Background: an optimization exercise with open tools, aiming at small area, a short achievable clock period and few clock cycles per item. Do not read the settings as production practice. In this exercise RTL edits were held to simulation tests only and were not proved equivalent to the original. The flow treats the clock pin as an ideal source, which a real chip does not have.

Design hdu_top, start of the top module:
module hdu_top (
    input  wire        clk,
    input  wire        rst,         
    input  wire        in_valid,
    output wire        in_ready,
    input  wire [31:0] in_cmd,
    input  wire [31:0] in_opa,
    input  wire [31:0] in_opb,
    output reg         out_valid,
    output wire [31:0] out_result,
    output wire [31:0] out_status
);
clock: 44.0 ns
lec_check: 0
abc_area: 1
abc_clock_period_in_ps: 9000
cap_margin: 20
core_margin: 2
core_utilization: 65
slew_margin: 20
standard.sh (not shown) runs the stock make flow with config.mk's settings and CLKGATE_MAP_FILE= SYNTH_SCRIPT=/design/flow/synth_recipe.tcl, a recipe that flattens the netlist after the stock synthesis.
==> flow/flow/run.sh <==
#!/bin/bash
# The standard layout (standard.sh), with three changes to how the layout
# is made (constraints untouched):
#  - synthesis runs Yosys's synth with -noabc, so the full adders written in
#    the RTL reach extract_fa without the polarity changes abc -fast makes;
#  - ports are buffered with sky130_fd_sc_hd__buf_1;
#  - repair_timing over-fixes setup by the margin in flow/margin.txt.
set -o pipefail
export SETUP_SLACK_MARGIN=$(cat flow/margin.txt)
export BUFFER_PORTS_ARGS="-buffer_cell sky130_fd_sc_hd__buf_1"
bash standard.sh SYNTH_ARGS=-noabc finish > standard.log 2>&1
==> flow/flow/margin.txt <==
34
The first run passed the timing, design-rule and antenna checks.
Testbench counts at the start, summed over its fixed seeds: cycles 16,016, items 16,000.
Edit:
==> flow/flow/run.sh (replaced) <==
#!/bin/bash
# The standard layout (standard.sh), with these changes to how the layout
# is made (constraints untouched):
#  - synthesis runs Yosys's synth with -noabc, so the full adders written in
#    the RTL reach extract_fa without the polarity changes abc -fast makes;
#  - ports are buffered with sky130_fd_sc_hd__buf_1;
#  - clock tree: larger sink clusters and no dummy loads;
#  - repair_timing over-fixes setup by the margin in flow/margin.txt.
set -o pipefail
export SETUP_SLACK_MARGIN=$(cat flow/margin.txt)
export BUFFER_PORTS_ARGS="-buffer_cell sky130_fd_sc_hd__buf_1"
export CTS_ARGS="-sink_clustering_enable -repair_clock_nets -dont_use_dummy_load -sink_clustering_size 24 -sink_clustering_max_diameter 60"
bash standard.sh SYNTH_ARGS=-noabc finish > standard.log 2>&1
Settings changed: CORE_UTILIZATION 65 to 40.
=> Utilization decreases by 27 points. Die area increases by 60%. Worst setup slack gets better by 0.14 ns.

========
Setup of oak:
Another version of the RTL of hdu_top (not shown whole).
Size: ~920 cells after synthesis, about 7400 sq um of cells after synthesis.
export LEC_CHECK = 0
export ABC_AREA = 1
export ABC_CLOCK_PERIOD_IN_PS = 9000
export CAP_MARGIN = 20
export CORE_MARGIN = 2
export CORE_UTILIZATION = 40
export SLEW_MARGIN = 20
create_clock -name core_clock -period 44.0 [get_ports {clk}]
==> flow/flow/run.sh <==
#!/bin/bash
# The standard layout (standard.sh), with these changes to how the layout
# is made (constraints untouched):
#  - synthesis runs Yosys's synth with -noabc, so the full adders written in
#    the RTL reach extract_fa without the polarity changes abc -fast makes,
#    extract_fa takes full adders only, and the final ABC mapping uses an
#    area script (flow/synth_abc.tcl,
#    flow/abc_area_strong.script);
#  - ports are buffered with sky130_fd_sc_hd__buf_1;
#  - clock tree: larger sink clusters, small clock buffers, no dummy loads;
#  - before clock tree synthesis, the flip-flops that drive both an output
#    port and internal logic are sized up (flow/upsize_out_ffs.tcl);
#  - repair_timing over-fixes setup by the margin in flow/margin.txt.
set -o pipefail
export SETUP_SLACK_MARGIN=$(cat flow/margin.txt)
export BUFFER_PORTS_ARGS="-buffer_cell sky130_fd_sc_hd__buf_1"
export PRE_CTS_TCL=$PWD/flow/upsize_out_ffs.tcl
export CTS_ARGS="-sink_clustering_enable -repair_clock_nets -dont_use_dummy_load -sink_clustering_size 24 -sink_clustering_max_diameter 60 -buf_list {sky130_fd_sc_hd__clkbuf_4 sky130_fd_sc_hd__clkbuf_8} -root_buf sky130_fd_sc_hd__clkbuf_8"
sed "s|@WORK@|$PWD|g" flow/synth_abc.tcl > synth_abc.tcl
bash standard.sh SYNTH_ARGS=-noabc SYNTH_SCRIPT=$PWD/synth_abc.tcl finish > standard.log 2>&1
==> flow/flow/abc_area_strong.script <==
strash
dch -f
map -a
mfs2
strash
dch -f
map -a
topo
dnsize -c
==> flow/flow/margin.txt <==
34.3
==> flow/flow/synth_abc.tcl <==
# The standard flow's synthesis script (synth_recipe.tcl in the work folder), run with two
# changes: extract_fa extracts full adders only (half adders are left to ABC,
# which absorbs their inversions), and Yosys's abc call maps with
# flow/abc_area_strong.script instead of the script ORFS picks.  Everything else, including the synth wrapper that
# skips the fsm and share passes, the flattening and the renaming, is
# synth_recipe.tcl's own text.
set fh [open @WORK@/synth_recipe.tcl]; set bsrc [read $fh]; close $fh
set fh [open $::env(SCRIPTS_DIR)/synth.tcl]; set ssrc [read $fh]; close $fh
set old {log_cmd abc {*}$abc_args}
if {[string first $old $ssrc] < 0} { error "synth_abc.tcl: abc call not found in synth.tcl" }
set ssrc [string map [list $old {log_cmd abc -script @WORK@/flow/abc_area_strong.script {*}[lrange $abc_args 2 end]}] $ssrc]
set old {extract_fa {*}[dont_use_extract_fa_args]}
if {[string first $old $ssrc] < 0} { error "synth_abc.tcl: extract_fa call not found in synth.tcl" }
set ssrc [string map [list $old {extract_fa -fa}] $ssrc]
set line {source $::env(SCRIPTS_DIR)/synth.tcl}
if {[string first $line $bsrc] < 0} { error "synth_abc.tcl: synth.tcl not sourced by synth_recipe.tcl" }
set fh [open @WORK@/synth_patched.tcl w]; puts $fh $ssrc; close $fh
set bsrc [string map [list $line "source @WORK@/synth_patched.tcl"] $bsrc]
eval $bsrc
==> flow/flow/upsize_out_ffs.tcl <==
# Size up the flip-flops that drive an output port's buffer and also logic
# inside the design (three or more loads; eight or more get the larger
# size): their clock-to-output delay, slowed by that load, is the longest
# path to the outputs.
set ups {}
set ups4 {}
foreach p [get_ports {out_*}] {
  foreach inst [get_fanin -to $p -startpoints_only -only_cells] {
    if {[catch {set ref [get_name [get_lib_cells -of_objects $inst]]}]} { continue }
    if {$ref ne "sky130_fd_sc_hd__dfxtp_1" && $ref ne "sky130_fd_sc_hd__dfxtp_2"} { continue }
    set name [get_full_name $inst]
    set loads [get_pins -of_objects [get_nets -of_objects [get_pins $name/Q]] -filter "direction==input"]
    if {[llength $loads] >= 8} {
      lappend ups4 $name
    } elseif {[llength $loads] >= 3} {
      lappend ups $name
    }
  }
}
foreach i [lsort -unique $ups] {
  replace_cell [get_cells $i] sky130_fd_sc_hd__dfxtp_2
  puts "upsized $i to dfxtp_2"
}
foreach i [lsort -unique $ups4] {
  replace_cell [get_cells $i] sky130_fd_sc_hd__dfxtp_4
  puts "upsized $i to dfxtp_4"
}
Testbench counts of oak, summed over its fixed seeds: cycles 16,016, items 16,000.
The inputs of pine differ from those of oak as listed below.
==> flow/flow/margin.txt <==
33.7
==> flow/flow/upsize_out_ffs.tcl <==
# Size up the flip-flops that drive an output port's buffer and also logic
# inside the design (three or more loads): their clock-to-output delay,
# slowed by that load, is the longest path to the outputs.
set ups {}
foreach p [get_ports {out_*}] {
  foreach inst [get_fanin -to $p -startpoints_only -only_cells] {
    if {[catch {set ref [get_name [get_lib_cells -of_objects $inst]]}]} { continue }
    if {$ref ne "sky130_fd_sc_hd__dfxtp_1"} { continue }
    set name [get_full_name $inst]
    set loads [get_pins -of_objects [get_nets -of_objects [get_pins $name/Q]] -filter "direction==input"]
    if {[llength $loads] >= 3} { lappend ups $name }
  }
}
foreach i [lsort -unique $ups] {
  replace_cell [get_cells $i] sky130_fd_sc_hd__dfxtp_2
  puts "upsized $i to dfxtp_2"
}
==> notes.md <==
pine ran to completion and came out clean on the timing, design-rule and antenna checks. Count of pins over their slew limit came out exactly the same in oak and pine. pine against oak: global-route wire length before repair decreased 0.48%; post-layout net count decreased 1.0%; number of fill cells increased 0.49%. On combined area of the multi-input logic cells, pine tracks oak almost exactly. Setup slack: pine less than oak. pine does better than oak on via count. Summary of pine over oak: estimated wirelength of the detail-placed design went down about 1.5%.
The inputs of birch differ from those of pine as listed below.
==> flow/flow/run.sh <==
#!/bin/bash
# The standard layout (standard.sh), with these changes to how the layout
# is made (constraints untouched):
#  - synthesis runs Yosys's synth with -noabc, so the full adders written in
#    the RTL reach extract_fa without the polarity changes abc -fast makes,
#    and the final ABC mapping uses an area script (flow/synth_abc.tcl,
#    flow/abc_area_strong.script);
#  - ports are buffered with sky130_fd_sc_hd__buf_1;
#  - clock tree: larger sink clusters, small clock buffers, no dummy loads;
#  - repair_timing over-fixes setup by the margin in flow/margin.txt.
set -o pipefail
export SETUP_SLACK_MARGIN=$(cat flow/margin.txt)
export BUFFER_PORTS_ARGS="-buffer_cell sky130_fd_sc_hd__buf_1"
export CTS_ARGS="-sink_clustering_enable -repair_clock_nets -dont_use_dummy_load -sink_clustering_size 24 -sink_clustering_max_diameter 60 -buf_list {sky130_fd_sc_hd__clkbuf_4 sky130_fd_sc_hd__clkbuf_8} -root_buf sky130_fd_sc_hd__clkbuf_8"
sed "s|@WORK@|$PWD|g" flow/synth_abc.tcl > synth_abc.tcl
bash standard.sh SYNTH_ARGS=-noabc SYNTH_SCRIPT=$PWD/synth_abc.tcl finish > standard.log 2>&1
==> flow/flow/margin.txt <==
33.4
==> flow/flow/synth_abc.tcl <==
# The standard flow's synthesis script (synth_recipe.tcl in the work folder), run with one
# change: Yosys's abc call maps with flow/abc_area_strong.script instead of
# the script ORFS picks.  Everything else, including the synth wrapper that
# skips the fsm and share passes, the flattening and the renaming, is
# synth_recipe.tcl's own text.
set fh [open @WORK@/synth_recipe.tcl]; set bsrc [read $fh]; close $fh
set fh [open $::env(SCRIPTS_DIR)/synth.tcl]; set ssrc [read $fh]; close $fh
set old {log_cmd abc {*}$abc_args}
if {[string first $old $ssrc] < 0} { error "synth_abc.tcl: abc call not found in synth.tcl" }
set ssrc [string map [list $old {log_cmd abc -script @WORK@/flow/abc_area_strong.script {*}[lrange $abc_args 2 end]}] $ssrc]
set line {source $::env(SCRIPTS_DIR)/synth.tcl}
if {[string first $line $bsrc] < 0} { error "synth_abc.tcl: synth.tcl not sourced by synth_recipe.tcl" }
set fh [open @WORK@/synth_patched.tcl w]; puts $fh $ssrc; close $fh
set bsrc [string map [list $line "source @WORK@/synth_patched.tcl"] $bsrc]
eval $bsrc
removed: flow/flow/upsize_out_ffs.tcl
## What came out
- As far as utilization is concerned, pine and birch perform about the same.
- Compared with pine, birch shows routed length on met1 that has gone up by a few percent.
- pine and birch ended up with nearly the same global-route usage.
- Going from pine to birch, die width grew by a few percent.
- Number of vias in the routed layout delta (birch − pine): favourable
- Relative to pine, the area inside the core boundary measured on birch has increased by a few percent.
### birch -> maple
==> flow/flow/run.sh <==
#!/bin/bash
# The standard layout (standard.sh), with these changes to how the layout
# is made (constraints untouched):
#  - synthesis runs Yosys's synth with -noabc, so the full adders written in
#    the RTL reach extract_fa without the polarity changes abc -fast makes;
#  - ports are buffered with sky130_fd_sc_hd__buf_1;
#  - clock tree: larger sink clusters, small clock buffers, no dummy loads;
#  - repair_timing over-fixes setup by the margin in flow/margin.txt.
set -o pipefail
export SETUP_SLACK_MARGIN=$(cat flow/margin.txt)
export BUFFER_PORTS_ARGS="-buffer_cell sky130_fd_sc_hd__buf_1"
export CTS_ARGS="-sink_clustering_enable -repair_clock_nets -dont_use_dummy_load -sink_clustering_size 24 -sink_clustering_max_diameter 60 -buf_list {sky130_fd_sc_hd__clkbuf_4 sky130_fd_sc_hd__clkbuf_8} -root_buf sky130_fd_sc_hd__clkbuf_8"
bash standard.sh SYNTH_ARGS=-noabc finish > standard.log 2>&1
==> flow/flow/margin.txt <==
34
removed: flow/flow/abc_area_strong.script
removed: flow/flow/synth_abc.tcl
==> notes.md <==
- maple ends up with a final critical-path setup slack that is 0.026 ns higher than in birch.
- | instance area at placement | maple vs birch | 670 sq um higher |
- Row cell count of the worst reg-to-reg path: maple lower / birch higher
- maple — clock period minus worst slack 0.026 ns lower, birch as reference
- Compared to birch, the router laid down more metal wire for maple.
Modified inputs, cedar compared to maple
==> flow/flow/run.sh <==
#!/bin/bash
# The standard layout (standard.sh), with these changes to how the layout
# is made (constraints untouched):
#  - synthesis runs Yosys's synth with -noabc, so the full adders written in
#    the RTL reach extract_fa without the polarity changes abc -fast makes;
#  - ports are buffered with sky130_fd_sc_hd__buf_1;
#  - clock tree: larger sink clusters and no dummy loads;
#  - repair_timing over-fixes setup by the margin in flow/margin.txt.
set -o pipefail
export SETUP_SLACK_MARGIN=$(cat flow/margin.txt)
export BUFFER_PORTS_ARGS="-buffer_cell sky130_fd_sc_hd__buf_1"
export CTS_ARGS="-sink_clustering_enable -repair_clock_nets -dont_use_dummy_load -sink_clustering_size 24 -sink_clustering_max_diameter 60"
bash standard.sh SYNTH_ARGS=-noabc finish > standard.log 2>&1
[summary]
Status: routed via count divided by cell count parity (maple, cedar). Setup slack of the worst register-to-register path: cedar vs maple, no meaningful difference. Summary of the comparison: summed area of non-filler cells in the final layout is higher in cedar, relative to maple. As far as total global routing overflow goes, cedar and maple are indistinguishable; the numbers are identical. Changes observed in cedar relative to maple: least setup slack across all paths after layout grew by 0.055 ns; number of fill cells in the layout moved down; worst hold slack after final layout moved down.

-- port drivers added, routing unchanged --
How much do the figures lean on ideal ports? The routed layouts below were timed once more, with nothing changed but the port constraints.
Step 1 (the two cells are an assumption about what drives the block):
set clk [get_ports {clk}]
set_driving_cell -lib_cell sky130_fd_sc_hd__clkbuf_16 $clk
set_driving_cell -lib_cell sky130_fd_sc_hd__buf_2 [delete_from_list [all_inputs] $clk]
Step 2 adds t to the input delays and takes it off the output delays; t is the mean of the earliest and latest rising clock arrival at the registers after step 1. Input paths then give back, and output paths get back, about the clock's delay inside the block.
Slacks: ideal ports / drivers / drivers and shift; pairs: ideal ports / drivers.
run	shift t [ns]	setup slack, ns	hold WS [ns]	latest minus earliest clock arrival (ns)	worst slew at a driven data input, ns
the first run of note 1	0.394	34.096 / 34.054 / 34.041	0.438 / 0.438 / 0.438	0.011 / 0.011	0.06
the second run of note 1	0.383	34.232 / 34.186 / 34.035	0.447 / 0.447 / 0.447	0.022 / 0.023	0.04
oak	0.402	34.304 / 34.265 / 34.049	0.417 / 0.417 / 0.417	0.030 / 0.030	0.04
pine	0.393	33.990 / 33.953 / 33.934	0.428 / 0.428 / 0.428	0.033 / 0.033	0.04
birch	0.396	34.093 / 34.053 / 33.836	0.414 / 0.414 / 0.414	0.026 / 0.026	0.03
maple	0.408	34.118 / 34.078 / 34.103	0.440 / 0.440 / 0.440	0.040 / 0.041	0.04
cedar	0.387	34.173 / 34.130 / 34.104	0.436 / 0.436 / 0.436	0.024 / 0.024	0.04
After both steps setup and hold are still met in every run listed. The setup slack of birch, which loses most, moves by -0.040 ns with the drivers and by -0.257 ns with both steps.
